This design comes from an exercise in tuning for small area, a short achievable clock period and few clock cycles per item on the open sky130 flow, not from production work. The RTL was checked by simulation tests, not by an equivalence proof against the original design.

`design/flow/run.sh`:
```
#!/bin/bash
# synth_recipe.tcl (not shown) runs the flow's synth.tcl, then flattens the netlist and writes it again
# the make line also repeats each setting of config.mk as NAME=value (left out here)
make -C /OpenROAD-flow-scripts/flow DESIGN_CONFIG=/design/flow/config.mk WORK_HOME=/design/flow/orfs CLKGATE_MAP_FILE= SYNTH_SCRIPT=/design/flow/synth_recipe.tcl finish
```
`design/flow/config.mk`:
```
export PLATFORM = sky130hd
export DESIGN_NAME = msf_decoder
export DESIGN_NICKNAME = msf_decoder
export VERILOG_FILES = /design/flow/design.v
export SDC_FILE = /design/flow/constraint.sdc
export NUM_CORES = 4
export LEC_CHECK = 0
export CAP_MARGIN = 20
export CORE_MARGIN = 2
export CORE_UTILIZATION = 40
export PLACE_DENSITY = 0.6
export SLEW_MARGIN = 20
```
`design/flow/constraint.sdc`:
```
create_clock -name core_clock -period 30.0 [get_ports {clk}]
set_input_delay 6.0000 -clock core_clock [delete_from_list [all_inputs] [get_ports {clk}]]
set_output_delay 6.0000 -clock core_clock [all_outputs]
set_load 0.01 [all_outputs]
```
`design/flow/design.v`:
```
module msf_decoder (
    input  wire        clk,
    input  wire        rst,           
    input  wire        start,         
    input  wire [7:0]  count,         
    input  wire [31:0] start_time,    
    output reg  [7:0]  mem_raddr,
    input  wire [7:0]  mem_rdata,
    output reg         done,
    output reg  [8:0]  dstat,         
    output reg  [5:0]  secs,
    output reg  [7:0]  rd_ptr,
    output reg  [59:0] a_bits,        
    output reg  [59:0] b_bits,        
    output reg  [31:0] rec_ticks,
    output reg  [7:0]  rec_year,
    output reg  [7:0]  rec_month,
    output reg  [7:0]  rec_day,
    output reg  [2:0]  rec_dow,
    output reg  [7:0]  rec_hour,
    output reg  [7:0]  rec_minute,
    output reg         rec_bst,
    output reg  [15:0] rec_dut1
);
    localparam [1:0] S_IDLE  = 2'd0,
                     S_INIT  = 2'd1,
                     S_RUN   = 2'd2,
                     S_FINAL = 2'd3;
    reg [1:0]  state;
    reg [7:0]  cnt;
    reg [31:0] stime;
    reg [2:0]  cd;               
    reg [7:0]  w0, w1, w2, w3;   
    function [7:0] absd;
        input [7:0] x;
        input [7:0] c;
        absd = (x >= c) ? x - c : c - x;
    endfunction
    function [7:0] divc;
        input [8:0] n;
        input [3:0] d;
        integer i;
        reg [4:0] r;
        begin
            r = 5'd0;
            divc = 8'd0;
            for (i = 8; i >= 0; i = i - 1) begin
                r = {r[3:0], n[i]};
                if (r >= {1'b0, d}) begin
                    r = r - {1'b0, d};
                    if (i < 8) divc[i] = 1'b1;
                end
            end
        end
    endfunction
    function [11:0] p10;    
        input [7:0] x;
        reg [7:0] u;
        begin
            u = absd(x, 8'd10);
            p10 = {(u > 8'd14), {u[3:0], 6'd0} + {1'b0, u[3:0], 5'd0} + {5'd0, u[3:0], 2'd0}};
        end
    endfunction
    function [11:0] p20;    
        input [7:0] x;
        reg [7:0] u;
        begin
            u = absd(x, 8'd20);
            p20 = {(u > 8'd17), {1'b0, u[4:0], 5'd0} + {2'b0, u[4:0], 4'd0} + {5'd0, u[4:0], 1'b0}};
        end
    endfunction
    function [11:0] p30;    
        input [7:0] x;
        reg [7:0] u;
        begin
            u = absd(x, 8'd30);
            p30 = {(u > 8'd26), {1'b0, u[4:0], u[4:0]} +
                   divc({4'd0, u[4:0]} + ((x >= 8'd30) ? 9'd0 : 9'd2), 4'd3)};
        end
    endfunction
    function [11:0] p70;    
        input [7:0] x;
        reg [7:0] u;
        begin
            u = absd(x, 8'd70);
            p70 = {(u > 8'd104), {1'b0, u[6:0], 3'd0} + {2'b0, u[6:0], 2'd0} + {3'b0, u[6:0], 1'b0} +
                   divc({1'b0, u[6:0], 1'b0} + ((x >= 8'd70) ? 9'd0 : 9'd6), 4'd7)};
        end
    endfunction
    function [11:0] p80;    
        input [7:0] x;
        reg [7:0] u;
        begin
            u = absd(x, 8'd80);
            p80 = {(u > 8'd71), {1'b0, u[6:0], 3'd0} + {2'b0, u[6:0], 2'd0} +
                   {5'd0, (u[6:1] + ((x >= 8'd80) ? 6'd0 : {5'd0, u[0]}))}};
        end
    endfunction
    function [11:0] p90;    
        input [7:0] x;
        reg [7:0] u;
        begin
            u = absd(x, 8'd90);
            p90 = {(u > 8'd80), {1'b0, u[6:0], 3'd0} + {3'b0, u[6:0], 1'b0} + {4'd0, u[6:0]} +
                   divc({2'd0, u[6:0]} + ((x >= 8'd90) ? 9'd0 : 9'd8), 4'd9)};
        end
    endfunction
    wire [11:0] a10 = p10(w3), a20 = p20(w3), a30 = p30(w3);
    wire [11:0] b70 = p70(w2), b80 = p80(w2), b90 = p90(w2), b10 = p10(w2);
    wire [11:0] c10 = p10(w1), d70 = p70(w0);
    wire [8:0]  s2  = {1'b0, w3} + {1'b0, w2};
    wire [9:0]  s4  = {1'b0, s2} + {2'b0, w1} + {2'b0, w0};
    wire [9:0]  v2  = (s2 >= 9'd100) ? {1'b0, s2} - 10'd100 : 10'd100 - {1'b0, s2};
    wire [9:0]  v4  = (s4 >= 10'd100) ? s4 - 10'd100 : 10'd100 - s4;
    wire        big2 = (v2 > 10'd89);
    wire        big4 = (v4 > 10'd149);
    wire [10:0] d2  = {v2[6:0], 3'd0} + {2'b0, v2[6:0], 1'b0};    
    wire [10:0] d4  = {v4[7:0], 3'd0} + {2'b0, v4[7:0], 1'b0};    
    wire [12:0] t11 = a30[10:0] + b70[10:0] + d2;
    wire [12:0] t10 = a20[10:0] + b80[10:0] + d2;
    wire [12:0] t00 = a10[10:0] + b90[10:0] + d2;
    wire [13:0] t4  = a10[10:0] + b10[10:0] + c10[10:0] + d70[10:0] + d4;
    wire [9:0]  n11 = (a30[11] | b70[11] | big2 | (t11 > 13'd1023)) ? 10'd1023 : t11[9:0];
    wire [9:0]  n10 = (a20[11] | b80[11] | big2 | (t10 > 13'd1023)) ? 10'd1023 : t10[9:0];
    wire [9:0]  n00 = (a10[11] | b90[11] | big2 | (t00 > 13'd1023)) ? 10'd1023 : t00[9:0];
    wire [10:0] n4  = (a10[11] | b10[11] | c10[11] | d70[11] | big4 | (t4 > 14'd2047))
                      ? 11'd2047 : t4[10:0];
    reg  [9:0]  r11, r10, r00;
    reg  [10:0] r4;
    function [8:0] div3;
        input [9:0] n;
        integer i;
        reg [2:0] r;
        begin
            r = 3'd0;
            div3 = 9'd0;
            for (i = 9; i >= 0; i = i - 1) begin
                r = {r[1:0], n[i]};
                if (r >= 3'd3) begin
                    r = r - 3'd3;
                    if (i < 9) div3[i] = 1'b1;
                end
            end
        end
    endfunction
    function [8:0] div5;
        input [10:0] n;
        integer i;
        reg [3:0] r;
        begin
            r = 4'd0;
            div5 = 9'd0;
            for (i = 10; i >= 0; i = i - 1) begin
                r = {r[2:0], n[i]};
                if (r >= 4'd5) begin
                    r = r - 4'd5;
                    if (i < 9) div5[i] = 1'b1;
                end
            end
        end
    endfunction
    wire [8:0] e11 = div3(r11);
    wire [8:0] e10 = div3(r10);
    wire [8:0] e00 = div3(r00);
    wire [8:0] e01 = div5(r4);
    wire have4 = ({1'b0, rd_ptr} + 9'd4 <= {1'b0, cnt});
    wire acc11 = (e11 < 9'd300) && (e11 < e10) && (e11 < e00) && (!have4 || e11 < e01);
    wire acc10 = (e10 < 9'd300) && (e10 < e11) && (e10 < e00) && (!have4 || e10 < e01);
    wire acc00 = (e00 < 9'd300) && (e00 < e11) && (e00 < e10) && (!have4 || e00 < e01);
    wire acc01 = have4 && (e01 < 9'd300) && (e01 < e11) && (e01 < e10) && (e01 < e00);
    wire acc   = acc11 | acc10 | acc00 | acc01;
    wire [7:0] rd2 = rd_ptr + 8'd2;
    wire [7:0] rd4 = rd_ptr + 8'd4;
    wire [7:0] rdn = acc01 ? rd4 : rd2;
    wire [8:0] rdn1 = {1'b0, rdn} + 9'd1;
    wire       last = (secs == 6'd59) || ({1'b0, rdn} >= {1'b0, cnt});
    wire       lone = (rdn1 >= {1'b0, cnt});
    function [7:0] bcd;
        input [7:0] v;
        begin
            bcd = v[7:4] * 8'd10 + {4'd0, v[3:0]};
        end
    endfunction
    reg [7:0] w_year, w_month, w_day, w_dow, w_hour, w_minute;
    reg [7:0] w_sync;
    integer   i;
    always @* begin
        for (i = 0; i < 8; i = i + 1) w_year[7-i]   = a_bits[16+i];    
        w_month = 8'd0;
        for (i = 0; i < 5; i = i + 1) w_month[4-i]  = a_bits[24+i];    
        w_day = 8'd0;
        for (i = 0; i < 6; i = i + 1) w_day[5-i]    = a_bits[29+i];    
        w_dow = 8'd0;
        for (i = 0; i < 3; i = i + 1) w_dow[2-i]    = a_bits[35+i];    
        w_hour = 8'd0;
        for (i = 0; i < 6; i = i + 1) w_hour[5-i]   = a_bits[38+i];    
        w_minute = 8'd0;
        for (i = 0; i < 7; i = i + 1) w_minute[6-i] = a_bits[44+i];    
        for (i = 0; i < 8; i = i + 1) w_sync[7-i]   = a_bits[51+i];    
    end
    wire e_sync     = (w_sync != 8'h7E);
    wire e_par_year = ~(^a_bits[23:16] ^ b_bits[53]);
    wire e_par_date = ~(^a_bits[34:24] ^ b_bits[54]);
    wire e_par_dow  = ~(^a_bits[37:35] ^ b_bits[55]);
    wire e_par_time = ~(^a_bits[50:38] ^ b_bits[56]);
    wire frame_ok   = ~(e_sync | e_par_year | e_par_date | e_par_dow | e_par_time);
    wire empty      = (cnt == 8'd0);
    wire check      = !empty && !dstat[2] && (secs >= 6'd59);
    function [3:0] lead1;
        input [7:0] w;    
        integer j;
        reg     run;
        begin
            lead1 = 4'd0;
            run   = 1'b1;
            for (j = 0; j < 8; j = j + 1) begin
                if (run && w[j]) lead1 = lead1 + 4'd1;
                else             run   = 1'b0;
            end
        end
    endfunction
    wire [3:0]  npos = lead1(b_bits[7:0]);
    wire [3:0]  nneg = lead1(b_bits[15:8]);
    wire [15:0] dut1 = (npos != 4'd0) ? {12'd0, npos} * 16'd100
                                      : 16'd0 - {12'd0, nneg} * 16'd100;
    always @(posedge clk) begin
        w0  <= mem_rdata;
        w1  <= w0;
        w2  <= w1;
        w3  <= w2;
        r11 <= n11;
        r10 <= n10;
        r00 <= n00;
        r4  <= n4;
        if (state == S_IDLE) begin
            cnt   <= count;
            stime <= start_time;
        end
    end
    always @(posedge clk) begin
        if (rst) begin
            state      <= S_IDLE;
            cd         <= 3'd0;
            mem_raddr  <= 8'd0;
            done       <= 1'b0;
            dstat      <= 9'd0;
            secs       <= 6'd0;
            rd_ptr     <= 8'd0;
            a_bits     <= 60'd0;
            b_bits     <= 60'd0;
            rec_ticks  <= 32'd0;
            rec_year   <= 8'd0;
            rec_month  <= 8'd0;
            rec_day    <= 8'd0;
            rec_dow    <= 3'd0;
            rec_hour   <= 8'd0;
            rec_minute <= 8'd0;
            rec_bst    <= 1'b0;
            rec_dut1   <= 16'd0;
        end else begin
            done <= 1'b0;
            if (cd != 3'd0) cd <= cd - 3'd1;
            case (state)
                S_IDLE: begin
                    mem_raddr <= {7'd0, start};
                    if (start) state <= S_INIT;
                end
                S_INIT: begin
                    mem_raddr <= mem_raddr + 8'd1;
                    dstat     <= 9'd0;
                    secs      <= 6'd0;
                    a_bits    <= 60'd0;
                    b_bits    <= 60'd0;
                    cd        <= 3'd4;
                    if (cnt == 8'd1) rd_ptr <= 8'd1;    
                    else             rd_ptr <= 8'd0;
                    state <= (cnt[7:1] == 7'd0) ? S_FINAL : S_RUN;
                end
                S_RUN: begin
                    mem_raddr <= mem_raddr + 8'd1;
                    if (cd == 3'd0) begin
                        if (acc) begin
                            secs         <= secs + 6'd1;
                            a_bits[secs] <= acc11 | acc10;
                            b_bits[secs] <= acc11 | acc01;
                            cd           <= acc01 ? 3'd3 : 3'd1;
                            if (last) begin
                                rd_ptr <= rdn;
                                state  <= S_FINAL;
                            end else if (lone) begin
                                rd_ptr <= rdn1[7:0];
                                state  <= S_FINAL;
                            end else begin
                                rd_ptr <= rdn;
                            end
                        end else begin
                            dstat[2] <= 1'b1;                   
                            rd_ptr   <= rd2;
                            state    <= S_FINAL;
                        end
                    end
                end
                S_FINAL: begin
                    mem_raddr <= 8'd0;
                    dstat[1]  <= empty;
                    dstat[3]  <= (secs < 6'd59);                
                    if (check) begin
                        dstat[4] <= e_sync;
                        dstat[5] <= e_par_year;
                        dstat[6] <= e_par_date;
                        dstat[7] <= e_par_dow;
                        dstat[8] <= e_par_time;
                        dstat[0] <= frame_ok;
                        if (frame_ok) begin
                            rec_ticks  <= stime;
                            rec_year   <= bcd(w_year);
                            rec_month  <= bcd(w_month);
                            rec_day    <= bcd(w_day);
                            rec_dow    <= w_dow[2:0];
                            rec_hour   <= bcd(w_hour);
                            rec_minute <= bcd(w_minute);
                            rec_bst    <= b_bits[57];
                            rec_dut1   <= dut1;
                        end
                    end
                    done  <= 1'b1;
                    state <= S_IDLE;
                end
            endcase
        end
    end
endmodule
```
==> impl_metrics.csv <==
group,metric,value,unit
detailed_routing,avgRoutedWirePerCell,18.62,um
clock_tree,cts_hold_buf,0,
critical_path,worstSetupStartpointType,"flop",
sta,fin_crit,15.26,ns
synthesis,synth_top_area_cell,"dfxtp_1",
synthesis,synthArstFlopShare,0,
min_path,hp-class,"flop to flop",
sta,rsz0062_at_grt,"false",
clock_tree,post_cts_buffers,0,
synthesis,yosysWarnings,1,
sta,setup_tns,0,ns
placement,hpwl,76790,um
cells_and_area,postLayoutCoreUtil,0.4682,
cells_and_area,syn_to_final_growth,16.28,%
floorplan,die_w,290.8,um
global_route,grt_usage,0.2243,
global_route,first_global_vias,26840,
detailed_routing,ant_nets,0,
synthesis,synth_edf_count,40,
synthesis,syn_area,32900,um^2
critical_path,cp-end-kind,"flop",
detailed_routing,firstDrtPassIters,5,
synthesis,synth_area_per_cell,8.513,um^2
sta,slew_violations,0,
detailed_routing,drt-vias-per-instance,5.459,
floorplan,fp-row-count,105,
critical_path,path_max_fanout,20,
detailed_routing,via_count,28390,
critical_path,worstPathArrival,15.74,ns
clock_tree,clock-root-buffer,"clkbuf_16",
floorplan,die_y,290.8,um
outcome,outcome,"timing/DRC/antenna clean",
sta,tightestPinTransition,1.064,ns
detailed_routing,drt_iter0_markers,1907,
floorplan,initial_core_util,0.4026,
synthesis,yosysSeqAreaShare,0.2245,
detailed_routing,route.detailed.drc,0,
synthesis,synth_top_area_frac,0.1880,
clock_tree,tritoncts,"yes",
floorplan,coreArea,81720,um^2
sta,hold_viol_final,0,
floorplan,pin_count,295,
global_route,grt_antenna_before_repair,0,
synthesis,synth_cell_types,115,
synthesis,synth_top_flop_cell,"dfxtp_1",
global_route,grt_max_degree,89,
synthesis,ys_seq_elements,349,
sta,fmax,65.51,MHz
placement,gp_congestion,0.8966,
clock_tree,cts_buffers,44,
clock_tree,h-tree-depth,2,
clock_tree,insertion_delay,0.61,ns
clock_tree,clock_sinks,349,
critical_path,cpMostUsedCell,"ha_1",
cells_and_area,layout.nets,4705,
detailed_routing,routed_wl,96830,um
critical_path,required,30.47,ns
clock_tree,cts_resized,0,
placement,io_buffers,285,
sta,fin_skew,0.02782,ns
global_route,grt_pass1_wl,153300,um
synthesis,yosys-top-cells-area,"dfxtp_1 19%, ha_1 15%, fa_1 9.6%",
cells_and_area,drive_above_1_share,0.05425,
critical_path,critical_path_class,"flop to flop",
synthesis,syn_inst,3865,
clock_tree,path_clk_slew,0.06,ns
critical_path,crit_slowest_cell,"o21ai_0",
critical_path,max_stage_delay,0.64,ns
sta,fin_crit_sh,0.5088,
floorplan,die_area,84570,um^2
sta,setup_viol,0,
global_route,gr-total-overflow,0,
clock_tree,cts_buffer_depth,3,
job,drv_cap,0,
sta,slew_headroom,0.2814,
[cell type report]
| cell class | count | area, um^2 |
|---|---|---|
| inverter | 394 | 1484 |
| sequential | 349 | 7387 |
| tap | 1070 | 1339 |
| timing repair buffer | 308 | 3027 |
| clock inverter | 24 | 322.8 |
| fill | 8003 | 43460 |
| clock buffer | 58 | 1224 |
| antenna | 1 | 2.502 |
| multi-input combinational | 2996 | 23480 |
[critical path, delay by kind of cell, from the launching register on]
kind	cells	cell delay, ns
fa+ha+maj	12	2.80
simple gates	18	2.95
xor+xnor	10	2.05
buf+inv	4	0.45
compound gates	26	6.54
flops	1	0.33
[kinds of logic (layout without fill, tap and decap cells)]
logic type	Yosys count	count (layout)	share of synthesized area
xor gates and xnor gates	239	239	0.06468
muxes	85	85	0.02734
other	1	10	0.0001140
DFF	349	349	0.2245
AOI/OAI and AO/OA	1062	1062	0.2174
buffers and inverters	528	784	0.06331
and+or+nand+nor	1040	1040	0.1532
adders and majority gates	561	561	0.2494
[state kept, by name (all words and copies together), names as in the netlist, 9 cells and up]
| name | count |
|---|---|
| a_bits | 60 |
| b_bits | 60 |
| dstat | 9 |
| r00 | 10 |
| r10 | 10 |
| r11 | 10 |
| r4 | 11 |
| rec_dut1 | 10 |
| rec_ticks | 32 |
| stime | 32 |
[Yosys cell counts, types with 14 or more instances]
master / instances
a31oi_1: 35
o22ai_1: 15
xor2_1: 57
nand2_1: 362
o21bai_1: 31
o31ai_1: 15
nor2b_1: 60
nor2_1: 215
nand3_1: 62
a211o_1: 16
o21a_1: 37
mux2_2: 33
a22oi_1: 14
clkbuf_1: 91
ha_1: 403
fa_1: 158
a21oi_1: 336
a211oi_1: 35
mux2i_1: 49
or3_1: 18
buf_4: 20
edfxtp_1: 40
a2111oi_0: 14
nand2b_1: 63
nor3_1: 78
and3_1: 28
inv_1: 387
buf_2: 17
or2_2: 18
o211ai_1: 36
dfxtp_1: 309
xnor2_1: 179
nand4_1: 24
a22o_1: 83
o21ai_0: 170
and2_1: 37
a21o_1: 36
[metal layers]
layer / up-vias / part of all wire / track usage
li1: 14100 / - / -
met1: 13430 / 0.46 / 0.3020
met2: 712 / 0.47 / 0.3783
met3: 144 / 0.044 / 0.02508
met4: 0 / 0.029 / 0.06432
met5: - / 0 / 0
[per-stage QoR]
stage	std cells	area [um^2]	hold slack [ns]	setup WS, ns
final	5200	38260	0.4068	14.74
after global routing	5199	38260	0.4123	13.20
after CTS	5199	38260	0.4091	14.80
after detailed placement	5117	36710	0.4110	14.90
after global placement	5117	36710	0.4093	15.23
after floorplan	3873	32930	0.3258	16.95
[path summary, 6_finish.rpt]
path / endpoint / slack (ns) / cells past startpoint / from
setup / recovery: rd_ptr[1] / 14.74 / 70 / r4[8]
hold reg to reg: w2[7] / 0.41 / 0 / w1[7]
hold / removal: w2[7] / 0.41 / 0 / w1[7]
setup reg to reg: rd_ptr[1] / 14.74 / 70 / r4[8]
[layout by cell type (no fill, tap or decap), drive strengths merged, types with 37 or more instances in the layout]
| cell | n |
|---|---|
| inv | 393 |
| clkbuf | 58 |
| nand2b | 63 |
| o21a | 38 |
| nand2 | 363 |
| a211oi | 39 |
| nor2b | 60 |
| dfxtp | 309 |
| edfxtp | 40 |
| clkdlybuf4s50 | 284 |
| fa | 158 |
| mux2i | 49 |
| a21oi | 343 |
| nor2 | 219 |
| xnor2 | 180 |
| a22o | 83 |
| xor2 | 57 |
| and2 | 40 |
| nor3 | 78 |
| nand3 | 62 |
| o21ai | 184 |
| ha | 403 |
| o211ai | 37 |
Testbench counts, summed over its fixed seeds: cycles 48,359, decodes 384.

==> re-timing with driven ports <==
How much do the figures lean on ideal ports? The routed layout below was timed once more, with nothing changed but the port constraints.
Step 1 sets driving cells, clkbuf_16 on the clock port and buf_2 on the other inputs (assumed; they add their load-dependent delay and slew).
Step 2 also shifts input and output timing later by t, the mid clock arrival at the registers, as if the neighbouring blocks saw the same clock.
a / b / c = ideal ports / drivers / drivers and shift; a / b = the first two.
t (ns): 0.660
setup slack, ns: 14.736 / 14.736 / 14.736
worst slew at a driven data input, ns: 0.08
After both steps this run still meets setup and hold. For this run, drivers alone change the setup slack by 0.000 ns; drivers and shift together by 0.000 ns.
